Background: an optimization exercise with open tools, aiming at small area and a short achievable clock period. Do not read the settings as production practice.
In this exercise RTL edits were held to simulation tests only and were not proved equivalent to the original.
Power is estimated from default activity; no workload was simulated.

==> run D <==
## pipe5_core
module pipe5_core (
    input  wire        clk,
    input  wire        rst,
    output wire        imem_en,
    output wire [9:0]  imem_addr,
    input  wire [31:0] imem_data,
    output wire        dmem_req,
    output wire        dmem_we,
    output wire [19:0] dmem_addr,
    output wire [31:0] dmem_wdata,
    input  wire        dmem_ready,
    input  wire [31:0] dmem_rdata,
    output wire        retire,
    output wire        wb_we,
    output wire [3:0]  wb_rd,
    output wire [31:0] wb_data,
    output wire        halted
);
==> module rbit, before the edit <==
module rbit (input wire [14:0] d, input wire [14:0] s, output wire o);
    wire [4:0] y;
    genvar g;
    generate
        for (g = 0; g < 5; g = g + 1) begin : grp
            aoi222 u (.a0(d[3*g]), .b0(s[3*g]), .a1(d[3*g+1]), .b1(s[3*g+1]),
                      .a2(d[3*g+2]), .b2(s[3*g+2]), .y(y[g]));
        end
    endgenerate
    assign o = ~&y;
endmodule
==> module aoi222, before the edit <==
module aoi222 (input wire a0, input wire b0, input wire a1, input wire b1,
               input wire a2, input wire b2, output wire y);
    assign y = ~((a0 & b0) | (a1 & b1) | (a2 & b2));
endmodule
==> flow/config.mk <==
export PLATFORM = sky130hd
export DESIGN_NAME = pipe5_core
export DESIGN_NICKNAME = pipe5_core
export VERILOG_FILES = /design/flow/design.v
export SDC_FILE = /design/flow/constraint.sdc
export NUM_CORES = 4
export LEC_CHECK = 0
export CAP_MARGIN = 20
export CORE_MARGIN = 2
export CORE_UTILIZATION = 60
export PLACE_DENSITY = 0.7
export SETUP_SLACK_MARGIN = 5
export SLEW_MARGIN = 20
export SYNTH_HIERARCHICAL = 1
==> flow/constraint.sdc <==
create_clock -name core_clock -period 11.0 [get_ports {clk}]
set_input_delay 2.2000 -clock core_clock [delete_from_list [all_inputs] [get_ports {clk}]]
set_output_delay 2.2000 -clock core_clock [all_outputs]
set_load 0.01 [all_outputs]
standard.sh (not shown) runs the stock make flow with config.mk's settings and CLKGATE_MAP_FILE= SYNTH_SCRIPT=/design/flow/synth_recipe.tcl, a recipe that flattens the netlist after the stock synthesis.
==> flow/flow/run.sh <==
#!/bin/bash
# Layout: the standard flow with these changes:
# - after the standard synthesis, every combinational cell is set to the
#   smallest drive of its family (flow/downsize.py; the logic is unchanged,
#   flip-flops are untouched); timing repair later upsizes what needs it;
# - the input and output ports are buffered with sky130_fd_sc_hd__buf_2
#   cells instead of the clkdlybuf4s50_1 delay cells that buffer_ports picks
#   by default (every port still gets its own buffer);
# - timing repair aims for 6 ns of setup slack at the design's period
#   (config.mk's SETUP_SLACK_MARGIN stops at 5);
# - clock tree synthesis does not add dummy loads.
# The clock, its period and the I/O constraints are the standard flow's, unchanged.
# Logs: synth.log, downsize.log and standard.log here, and each ORFS step's
# log under orfs/logs.
set -euo pipefail
ARGS=("BUFFER_PORTS_ARGS=-buffer_cell sky130_fd_sc_hd__buf_2" SETUP_SLACK_MARGIN=6
      "CTS_ARGS=-sink_clustering_enable -repair_clock_nets -dont_use_dummy_load")
bash standard.sh "${ARGS[@]}" synth > synth.log 2>&1
R=$PWD/orfs/results/$FLOW_PLATFORM/pipe5_core/base
cp "$R/1_2_yosys.v" "$R/1_2_yosys.std.v"
python3 flow/downsize.py "$FLOW_HOME/platforms/$FLOW_PLATFORM/lib/sky130_fd_sc_hd__tt_025C_1v80.lib" "$R/1_2_yosys.v" > downsize.log 2>&1
rm -f "$R/1_synth.odb" "$R/1_synth.sdc"
bash standard.sh "${ARGS[@]}" finish > standard.log 2>&1
Other scripts of this flow, unchanged in this note and not shown: flow/flow/downsize.py
==> inputs of run K, as changes to run D <==
--- a/flow/design.v
+++ b/flow/design.v
@@ -891,76 +891,46 @@
     wire t221s, t221c;
     fa3 u_fa221 (.a(t162s), .b(t191c), .c(t192s), .s(t221s), .co(t221c));
     wire t222s, t222c;
     fa3 u_fa222 (.a(t164s), .b(t192c), .c(t193s), .s(t222s), .co(t222c));
     wire t223s, t223c;
     fa3 u_fa223 (.a(t166s), .b(t193c), .c(t194s), .s(t223s), .co(t223c));
     wire t224s, t224c;
     fa3 u_fa224 (.a(t168s), .b(t194c), .c(t195s), .s(t224s), .co(t224c));
-    wire x225;
-    xo2 u_x225 (.a(pp0[31]), .b(pp10[11]), .y(x225));
-    wire x226;
-    xo2 u_x226 (.a(pp11[9]), .b(pp12[7]), .y(x226));
-    wire x227;
-    xo2 u_x227 (.a(pp13[5]), .b(pp14[3]), .y(x227));
-    wire x228;
-    xo2 u_x228 (.a(pp15[1]), .b(pp1[29]), .y(x228));
-    wire x229;
-    xo2 u_x229 (.a(pp2[27]), .b(pp3[25]), .y(x229));
-    wire x230;
-    xo2 u_x230 (.a(pp4[23]), .b(pp5[21]), .y(x230));
-    wire x231;
-    xo2 u_x231 (.a(pp6[19]), .b(pp7[17]), .y(x231));
-    wire x232;
-    xo2 u_x232 (.a(pp8[15]), .b(pp9[13]), .y(x232));
-    wire x233;
-    xo2 u_x233 (.a(x225), .b(x226), .y(x233));
-    wire x234;
-    xo2 u_x234 (.a(x227), .b(x228), .y(x234));
-    wire x235;
-    xo2 u_x235 (.a(x229), .b(x230), .y(x235));
-    wire x236;
-    xo2 u_x236 (.a(x231), .b(x232), .y(x236));
-    wire x237;
-    xo2 u_x237 (.a(t15c), .b(x233), .y(x237));
-    wire x238;
-    xo2 u_x238 (.a(x234), .b(x235), .y(x238));
-    wire x239;
-    xo2 u_x239 (.a(x236), .b(t12c), .y(x239));
-    wire x240;
-    xo2 u_x240 (.a(t13c), .b(t14c), .y(x240));
-    wire x241;
-    xo2 u_x241 (.a(t60c), .b(t61c), .y(x241));
-    wire x242;
-    xo2 u_x242 (.a(x237), .b(x238), .y(x242));
-    wire x243;
-    xo2 u_x243 (.a(x239), .b(x240), .y(x243));
-    wire x244;
-    xo2 u_x244 (.a(x241), .b(x242), .y(x244));
-    wire x245;
-    xo2 u_x245 (.a(x243), .b(t62c), .y(x245));
-    wire x246;
-    xo2 u_x246 (.a(t118c), .b(t63c), .y(x246));
-    wire x247;
-    xo2 u_x247 (.a(x244), .b(x245), .y(x247));
-    wire x248;
-    xo2 u_x248 (.a(x246), .b(t119c), .y(x248));
-    wire x249;
-    xo2 u_x249 (.a(x247), .b(x248), .y(x249));
-    wire x250;
-    xo2 u_x250 (.a(t120c), .b(x249), .y(x250));
-    wire x251;
-    xo2 u_x251 (.a(t167c), .b(x250), .y(x251));
-    wire x252;
-    xo2 u_x252 (.a(t168c), .b(x251), .y(x252));
-    wire x253;
-    xo2 u_x253 (.a(x252), .b(t195c), .y(x253));
-    wire x254;
-    xo2 u_x254 (.a(x253), .b(t224c), .y(x254));
+    wire x225 = pp0[31] ^ pp10[11];
+    wire x226 = pp11[9] ^ pp12[7];
+    wire x227 = pp13[5] ^ pp14[3];
+    wire x228 = pp15[1] ^ pp1[29];
+    wire x229 = pp2[27] ^ pp3[25];
+    wire x230 = pp4[23] ^ pp5[21];
+    wire x231 = pp6[19] ^ pp7[17];
+    wire x232 = pp8[15] ^ pp9[13];
+    wire x233 = x225 ^ x226;
+    wire x234 = x227 ^ x228;
+    wire x235 = x229 ^ x230;
+    wire x236 = x231 ^ x232;
+    wire x237 = t15c ^ x233;
+    wire x238 = x234 ^ x235;
+    wire x239 = x236 ^ t12c;
+    wire x240 = t13c ^ t14c;
+    wire x241 = t60c ^ t61c;
+    wire x242 = x237 ^ x238;
+    wire x243 = x239 ^ x240;
+    wire x244 = x241 ^ x242;
+    wire x245 = x243 ^ t62c;
+    wire x246 = t118c ^ t63c;
+    wire x247 = x244 ^ x245;
+    wire x248 = x246 ^ t119c;
+    wire x249 = x247 ^ x248;
+    wire x250 = t120c ^ x249;
+    wire x251 = t167c ^ x250;
+    wire x252 = t168c ^ x251;
+    wire x253 = x252 ^ t195c;
+    wire x254 = x253 ^ t224c;
     assign mul_s[0] = bn0;
     assign mul_c[0] = pp0[0];
     assign mul_s[1] = pp0[1];
     assign mul_c[1] = 1'b0;
     assign mul_s[2] = pp1[0];
     assign mul_c[2] = t196s;
     assign mul_s[3] = t196c;
     assign mul_c[3] = t197s;
@@ -1032,17 +1002,17 @@
     assign dmem_req   = mem_acc;
     assign dmem_we    = mem_sw;
     assign dmem_addr  = ms[19:0];
     assign dmem_wdata = mc;
     wire       fetch_en = fe_base && !mem_stall;
     wire       redir_valid = redir_pend || redir_now;
     wire [9:0] redir_tgt = redir_now ? op_d[9:0] : redir_tgt_q;
     wire [9:0] pc_inc = pc + 10'd1;
-    fen u_fen (.fe_base(fe_base), .mem_acc(mem_acc), .ready(dmem_ready), .en(imem_en));
+    assign imem_en   = fetch_en;
     assign imem_addr = pc;
     wire hold      = mem_stall || dec_stall;
     wire stall_old = id_v && (hz(ex_dest, id_ir) || hz(mem_dest, id_ir));
     wire stall_new = fe_base && (hz(id_dest_v, imem_data) || hz(ex_dest, imem_data) ||
                                  hz(mem_dest, imem_data));
     wire dec_stall_nx = hold ? stall_old : stall_new;
     wire id_v_nx      = hold ? id_v : fe_base;
     wire halt_nx      = hold ? (id_op == OP_HALT) : (imem_data[31:24] == OP_HALT);
@@ -1145,32 +1115,14 @@
 module fa3 (input wire a, input wire b, input wire c, output wire s, output wire co);
     assign s  = a ^ b ^ c;
     assign co = (a & b) | (a & c) | (b & c);
 endmodule
 module bpp (input wire a, input wire am1, input wire one, input wire two, input wire neg,
             output wire p);
     assign p = ((one & a) | (two & am1)) ^ neg;
 endmodule
-module xo2 (input wire a, input wire b, output wire y);
-    assign y = a ^ b;
-endmodule
-module fen (input wire fe_base, input wire mem_acc, input wire ready, output wire en);
-    assign en = fe_base & (ready | ~mem_acc);
-endmodule
 module zmask (input wire z, input wire [31:0] d, output wire [31:0] q);
     assign q = d & {32{~z}};
 endmodule
 module rbit (input wire [14:0] d, input wire [14:0] s, output wire o);
-    wire [4:0] y;
-    genvar g;
-    generate
-        for (g = 0; g < 5; g = g + 1) begin : grp
-            aoi222 u (.a0(d[3*g]), .b0(s[3*g]), .a1(d[3*g+1]), .b1(s[3*g+1]),
-                      .a2(d[3*g+2]), .b2(s[3*g+2]), .y(y[g]));
-        end
-    endgenerate
-    assign o = ~&y;
-endmodule
-module aoi222 (input wire a0, input wire b0, input wire a1, input wire b1,
-               input wire a2, input wire b2, output wire y);
-    assign y = ~((a0 & b0) | (a1 & b1) | (a2 & b2));
+    assign o = |(d & s);
 endmodule
Settings changed: CORE_UTILIZATION 60 to 45, PLACE_DENSITY 0.7 to 0.65.
==> inputs of run E, as changes to run D <==
--- a/flow/design.v
+++ b/flow/design.v
@@ -79,20 +79,21 @@
             wire [14:0] col = {x[15][gb], x[14][gb], x[13][gb], x[12][gb], x[11][gb],
                                x[10][gb], x[9][gb], x[8][gb], x[7][gb], x[6][gb],
                                x[5][gb], x[4][gb], x[3][gb], x[2][gb], id_imm[gb]};
             rbit u_ra (.d(col), .s(sel_a[15:1]), .o(op_a[gb]));
             rbit u_rb (.d(col), .s(sel_b[15:1]), .o(op_b[gb]));
             rbit u_rd (.d(col), .s(sel_d[15:1]), .o(op_d[gb]));
         end
     endgenerate
-    wire        id_inv = id_op == OP_SUB;
+    wire        id_br  = id_op >= OP_BEQ && id_op <= OP_BGE;
+    wire        id_inv = id_op == OP_SUB || id_br;
     wire [31:0] id_sum = op_a + (op_b ^ {32{id_inv}}) + {31'd0, id_inv};
     wire        br_eq  = op_a == op_b;
-    wire        br_lt  = $signed(op_a) < $signed(op_b);
+    wire        br_lt  = (op_a[31] ^ op_b[31]) ? op_a[31] : id_sum[31];
     reg taken;
     always @(*) begin
         case (id_op)
             OP_BEQ:  taken = br_eq;
             OP_BNE:  taken = !br_eq;
             OP_BLT:  taken = br_lt;
             OP_BGT:  taken = !br_lt && !br_eq;
             OP_BLE:  taken = br_lt || br_eq;
@@ -891,76 +892,46 @@
     wire t221s, t221c;
     fa3 u_fa221 (.a(t162s), .b(t191c), .c(t192s), .s(t221s), .co(t221c));
     wire t222s, t222c;
     fa3 u_fa222 (.a(t164s), .b(t192c), .c(t193s), .s(t222s), .co(t222c));
     wire t223s, t223c;
     fa3 u_fa223 (.a(t166s), .b(t193c), .c(t194s), .s(t223s), .co(t223c));
     wire t224s, t224c;
     fa3 u_fa224 (.a(t168s), .b(t194c), .c(t195s), .s(t224s), .co(t224c));
-    wire x225;
-    xo2 u_x225 (.a(pp0[31]), .b(pp10[11]), .y(x225));
-    wire x226;
-    xo2 u_x226 (.a(pp11[9]), .b(pp12[7]), .y(x226));
-    wire x227;
-    xo2 u_x227 (.a(pp13[5]), .b(pp14[3]), .y(x227));
-    wire x228;
-    xo2 u_x228 (.a(pp15[1]), .b(pp1[29]), .y(x228));
-    wire x229;
-    xo2 u_x229 (.a(pp2[27]), .b(pp3[25]), .y(x229));
-    wire x230;
-    xo2 u_x230 (.a(pp4[23]), .b(pp5[21]), .y(x230));
-    wire x231;
-    xo2 u_x231 (.a(pp6[19]), .b(pp7[17]), .y(x231));
-    wire x232;
-    xo2 u_x232 (.a(pp8[15]), .b(pp9[13]), .y(x232));
-    wire x233;
-    xo2 u_x233 (.a(x225), .b(x226), .y(x233));
-    wire x234;
-    xo2 u_x234 (.a(x227), .b(x228), .y(x234));
-    wire x235;
-    xo2 u_x235 (.a(x229), .b(x230), .y(x235));
-    wire x236;
-    xo2 u_x236 (.a(x231), .b(x232), .y(x236));
-    wire x237;
-    xo2 u_x237 (.a(t15c), .b(x233), .y(x237));
-    wire x238;
-    xo2 u_x238 (.a(x234), .b(x235), .y(x238));
-    wire x239;
-    xo2 u_x239 (.a(x236), .b(t12c), .y(x239));
-    wire x240;
-    xo2 u_x240 (.a(t13c), .b(t14c), .y(x240));
-    wire x241;
-    xo2 u_x241 (.a(t60c), .b(t61c), .y(x241));
-    wire x242;
-    xo2 u_x242 (.a(x237), .b(x238), .y(x242));
-    wire x243;
-    xo2 u_x243 (.a(x239), .b(x240), .y(x243));
-    wire x244;
-    xo2 u_x244 (.a(x241), .b(x242), .y(x244));
-    wire x245;
-    xo2 u_x245 (.a(x243), .b(t62c), .y(x245));
-    wire x246;
-    xo2 u_x246 (.a(t118c), .b(t63c), .y(x246));
-    wire x247;
-    xo2 u_x247 (.a(x244), .b(x245), .y(x247));
-    wire x248;
-    xo2 u_x248 (.a(x246), .b(t119c), .y(x248));
-    wire x249;
-    xo2 u_x249 (.a(x247), .b(x248), .y(x249));
-    wire x250;
-    xo2 u_x250 (.a(t120c), .b(x249), .y(x250));
-    wire x251;
-    xo2 u_x251 (.a(t167c), .b(x250), .y(x251));
-    wire x252;
-    xo2 u_x252 (.a(t168c), .b(x251), .y(x252));
-    wire x253;
-    xo2 u_x253 (.a(x252), .b(t195c), .y(x253));
-    wire x254;
-    xo2 u_x254 (.a(x253), .b(t224c), .y(x254));
+    wire x225 = pp0[31] ^ pp10[11];
+    wire x226 = pp11[9] ^ pp12[7];
+    wire x227 = pp13[5] ^ pp14[3];
+    wire x228 = pp15[1] ^ pp1[29];
+    wire x229 = pp2[27] ^ pp3[25];
+    wire x230 = pp4[23] ^ pp5[21];
+    wire x231 = pp6[19] ^ pp7[17];
+    wire x232 = pp8[15] ^ pp9[13];
+    wire x233 = x225 ^ x226;
+    wire x234 = x227 ^ x228;
+    wire x235 = x229 ^ x230;
+    wire x236 = x231 ^ x232;
+    wire x237 = t15c ^ x233;
+    wire x238 = x234 ^ x235;
+    wire x239 = x236 ^ t12c;
+    wire x240 = t13c ^ t14c;
+    wire x241 = t60c ^ t61c;
+    wire x242 = x237 ^ x238;
+    wire x243 = x239 ^ x240;
+    wire x244 = x241 ^ x242;
+    wire x245 = x243 ^ t62c;
+    wire x246 = t118c ^ t63c;
+    wire x247 = x244 ^ x245;
+    wire x248 = x246 ^ t119c;
+    wire x249 = x247 ^ x248;
+    wire x250 = t120c ^ x249;
+    wire x251 = t167c ^ x250;
+    wire x252 = t168c ^ x251;
+    wire x253 = x252 ^ t195c;
+    wire x254 = x253 ^ t224c;
     assign mul_s[0] = bn0;
     assign mul_c[0] = pp0[0];
     assign mul_s[1] = pp0[1];
     assign mul_c[1] = 1'b0;
     assign mul_s[2] = pp1[0];
     assign mul_c[2] = t196s;
     assign mul_s[3] = t196c;
     assign mul_c[3] = t197s;
@@ -1032,17 +1003,17 @@
     assign dmem_req   = mem_acc;
     assign dmem_we    = mem_sw;
     assign dmem_addr  = ms[19:0];
     assign dmem_wdata = mc;
     wire       fetch_en = fe_base && !mem_stall;
     wire       redir_valid = redir_pend || redir_now;
     wire [9:0] redir_tgt = redir_now ? op_d[9:0] : redir_tgt_q;
     wire [9:0] pc_inc = pc + 10'd1;
-    fen u_fen (.fe_base(fe_base), .mem_acc(mem_acc), .ready(dmem_ready), .en(imem_en));
+    assign imem_en   = fetch_en;
     assign imem_addr = pc;
     wire hold      = mem_stall || dec_stall;
     wire stall_old = id_v && (hz(ex_dest, id_ir) || hz(mem_dest, id_ir));
     wire stall_new = fe_base && (hz(id_dest_v, imem_data) || hz(ex_dest, imem_data) ||
                                  hz(mem_dest, imem_data));
     wire dec_stall_nx = hold ? stall_old : stall_new;
     wire id_v_nx      = hold ? id_v : fe_base;
     wire halt_nx      = hold ? (id_op == OP_HALT) : (imem_data[31:24] == OP_HALT);
@@ -1124,17 +1095,17 @@
                     ex_dest <= id_dest_v;
                     ex_lw   <= id_v && id_op == OP_LW;
                     ex_sw   <= id_v && id_op == OP_SW;
                     ex_halt <= id_v && id_op == OP_HALT;
                     id_v    <= fetch_en;
                 end
             end
             if (fetch_en) begin
-                pc         <= redir_now ? op_d[9:0] : redir_pend ? redir_tgt_q : pc_inc;
+                pc         <= redir_valid ? redir_tgt : pc_inc;
                 redir_pend <= 1'b0;
             end else begin
                 redir_pend  <= redir_valid;
                 redir_tgt_q <= redir_tgt;
             end
             if (halt_now)
                 stop_fetch <= 1'b1;
             if (wb_halt)
@@ -1145,32 +1116,14 @@
 module fa3 (input wire a, input wire b, input wire c, output wire s, output wire co);
     assign s  = a ^ b ^ c;
     assign co = (a & b) | (a & c) | (b & c);
 endmodule
 module bpp (input wire a, input wire am1, input wire one, input wire two, input wire neg,
             output wire p);
     assign p = ((one & a) | (two & am1)) ^ neg;
 endmodule
-module xo2 (input wire a, input wire b, output wire y);
-    assign y = a ^ b;
-endmodule
-module fen (input wire fe_base, input wire mem_acc, input wire ready, output wire en);
-    assign en = fe_base & (ready | ~mem_acc);
-endmodule
 module zmask (input wire z, input wire [31:0] d, output wire [31:0] q);
     assign q = d & {32{~z}};
 endmodule
 module rbit (input wire [14:0] d, input wire [14:0] s, output wire o);
-    wire [4:0] y;
-    genvar g;
-    generate
-        for (g = 0; g < 5; g = g + 1) begin : grp
-            aoi222 u (.a0(d[3*g]), .b0(s[3*g]), .a1(d[3*g+1]), .b1(s[3*g+1]),
-                      .a2(d[3*g+2]), .b2(s[3*g+2]), .y(y[g]));
-        end
-    endgenerate
-    assign o = ~&y;
-endmodule
-module aoi222 (input wire a0, input wire b0, input wire a1, input wire b1,
-               input wire a2, input wire b2, output wire y);
-    assign y = ~((a0 & b0) | (a1 & b1) | (a2 & b2));
+    assign o = |(d & s);
 endmodule
==> flow/flow/run.sh (replaced) <==
#!/bin/bash
# Layout: the standard flow with these changes:
# - after the standard synthesis, every combinational cell is set to the
#   smallest drive of its family (flow/downsize.py; the logic is unchanged,
#   flip-flops are untouched); timing repair later upsizes what needs it;
# - the input and output ports are buffered with sky130_fd_sc_hd__buf_2
#   cells instead of the clkdlybuf4s50_1 delay cells that buffer_ports picks
#   by default (every port still gets its own buffer);
# - timing repair aims for 6 ns of setup slack at the design's period
#   (config.mk's SETUP_SLACK_MARGIN stops at 5).
# The clock, its period and the I/O constraints are the standard flow's, unchanged.
# Logs: synth.log, downsize.log and standard.log here, and each ORFS step's
# log under orfs/logs.
set -euo pipefail
ARGS=("BUFFER_PORTS_ARGS=-buffer_cell sky130_fd_sc_hd__buf_2" SETUP_SLACK_MARGIN=6)
bash standard.sh "${ARGS[@]}" synth > synth.log 2>&1
R=$PWD/orfs/results/$FLOW_PLATFORM/pipe5_core/base
cp "$R/1_2_yosys.v" "$R/1_2_yosys.std.v"
python3 flow/downsize.py "$FLOW_HOME/platforms/$FLOW_PLATFORM/lib/sky130_fd_sc_hd__tt_025C_1v80.lib" "$R/1_2_yosys.v" > downsize.log 2>&1
rm -f "$R/1_synth.odb" "$R/1_synth.sdc"
bash standard.sh "${ARGS[@]}" finish > standard.log 2>&1
Settings changed: CORE_UTILIZATION 60 to 45, CTS_BUF_LIST from default to sky130_fd_sc_hd__clkbuf_8, CTS_CLUSTER_SIZE from default to 24, PLACE_DENSITY 0.7 to 0.65.
==> inputs of run R, as changes to run D <==
--- a/flow/design.v
+++ b/flow/design.v
@@ -1155,22 +1155,10 @@
 endmodule
 module fen (input wire fe_base, input wire mem_acc, input wire ready, output wire en);
     assign en = fe_base & (ready | ~mem_acc);
 endmodule
 module zmask (input wire z, input wire [31:0] d, output wire [31:0] q);
     assign q = d & {32{~z}};
 endmodule
 module rbit (input wire [14:0] d, input wire [14:0] s, output wire o);
-    wire [4:0] y;
-    genvar g;
-    generate
-        for (g = 0; g < 5; g = g + 1) begin : grp
-            aoi222 u (.a0(d[3*g]), .b0(s[3*g]), .a1(d[3*g+1]), .b1(s[3*g+1]),
-                      .a2(d[3*g+2]), .b2(s[3*g+2]), .y(y[g]));
-        end
-    endgenerate
-    assign o = ~&y;
-endmodule
-module aoi222 (input wire a0, input wire b0, input wire a1, input wire b1,
-               input wire a2, input wire b2, output wire y);
-    assign y = ~((a0 & b0) | (a1 & b1) | (a2 & b2));
+    assign o = |(d & s);
 endmodule
==> comparison <==
- Between run D and run K, the lower sequential power is in run D (gap about 1%, measured against run K).
- Total power: run R < run D < run E < run K.
- Worst setup slack: run E < run K < run R < run D.
- Between run D and run R, the lower die area is in run D (gap about 1.7%, measured against run R).

==> re-timing with driven ports <==
Ports are ideal in the flow. The routed layouts listed here were re-timed in OpenROAD. Step 1 assumes that a clkbuf_16 drives the clock port and a buf_2 every other input. Step 2 adds t to the input delays and takes it off the output delays; t is the mean of the earliest and latest rising clock arrival at the registers after step 1. Input paths then give back, and output paths get back, about the clock's delay inside the block. a / b / c = ideal ports / drivers / drivers and shift; a / b = the first two.
| run | t (ns) | setup slack, ns | worst hold slack (ns) | latest minus earliest clock arrival (ns) | cell pins on the clock port's net |
|---|---|---|---|---|---|
| run D | 0.704 | 5.979 / 5.979 / 5.979 | 0.448 / 0.448 / 0.448 | 0.117 / 0.117 | 1 |
| run K | 0.698 | 5.744 / 5.744 / 5.744 | 0.452 / 0.452 / 0.452 | 0.106 / 0.105 | 1 |
| run E | 0.911 | 5.402 / 5.402 / 5.402 | 0.452 / 0.452 / 0.452 | 0.054 / 0.055 | 1 |
| run R | 0.689 | 5.976 / 5.976 / 5.976 | 0.443 / 0.443 / 0.443 | 0.084 / 0.083 | 1 |
After both steps every run listed still meets setup and hold.
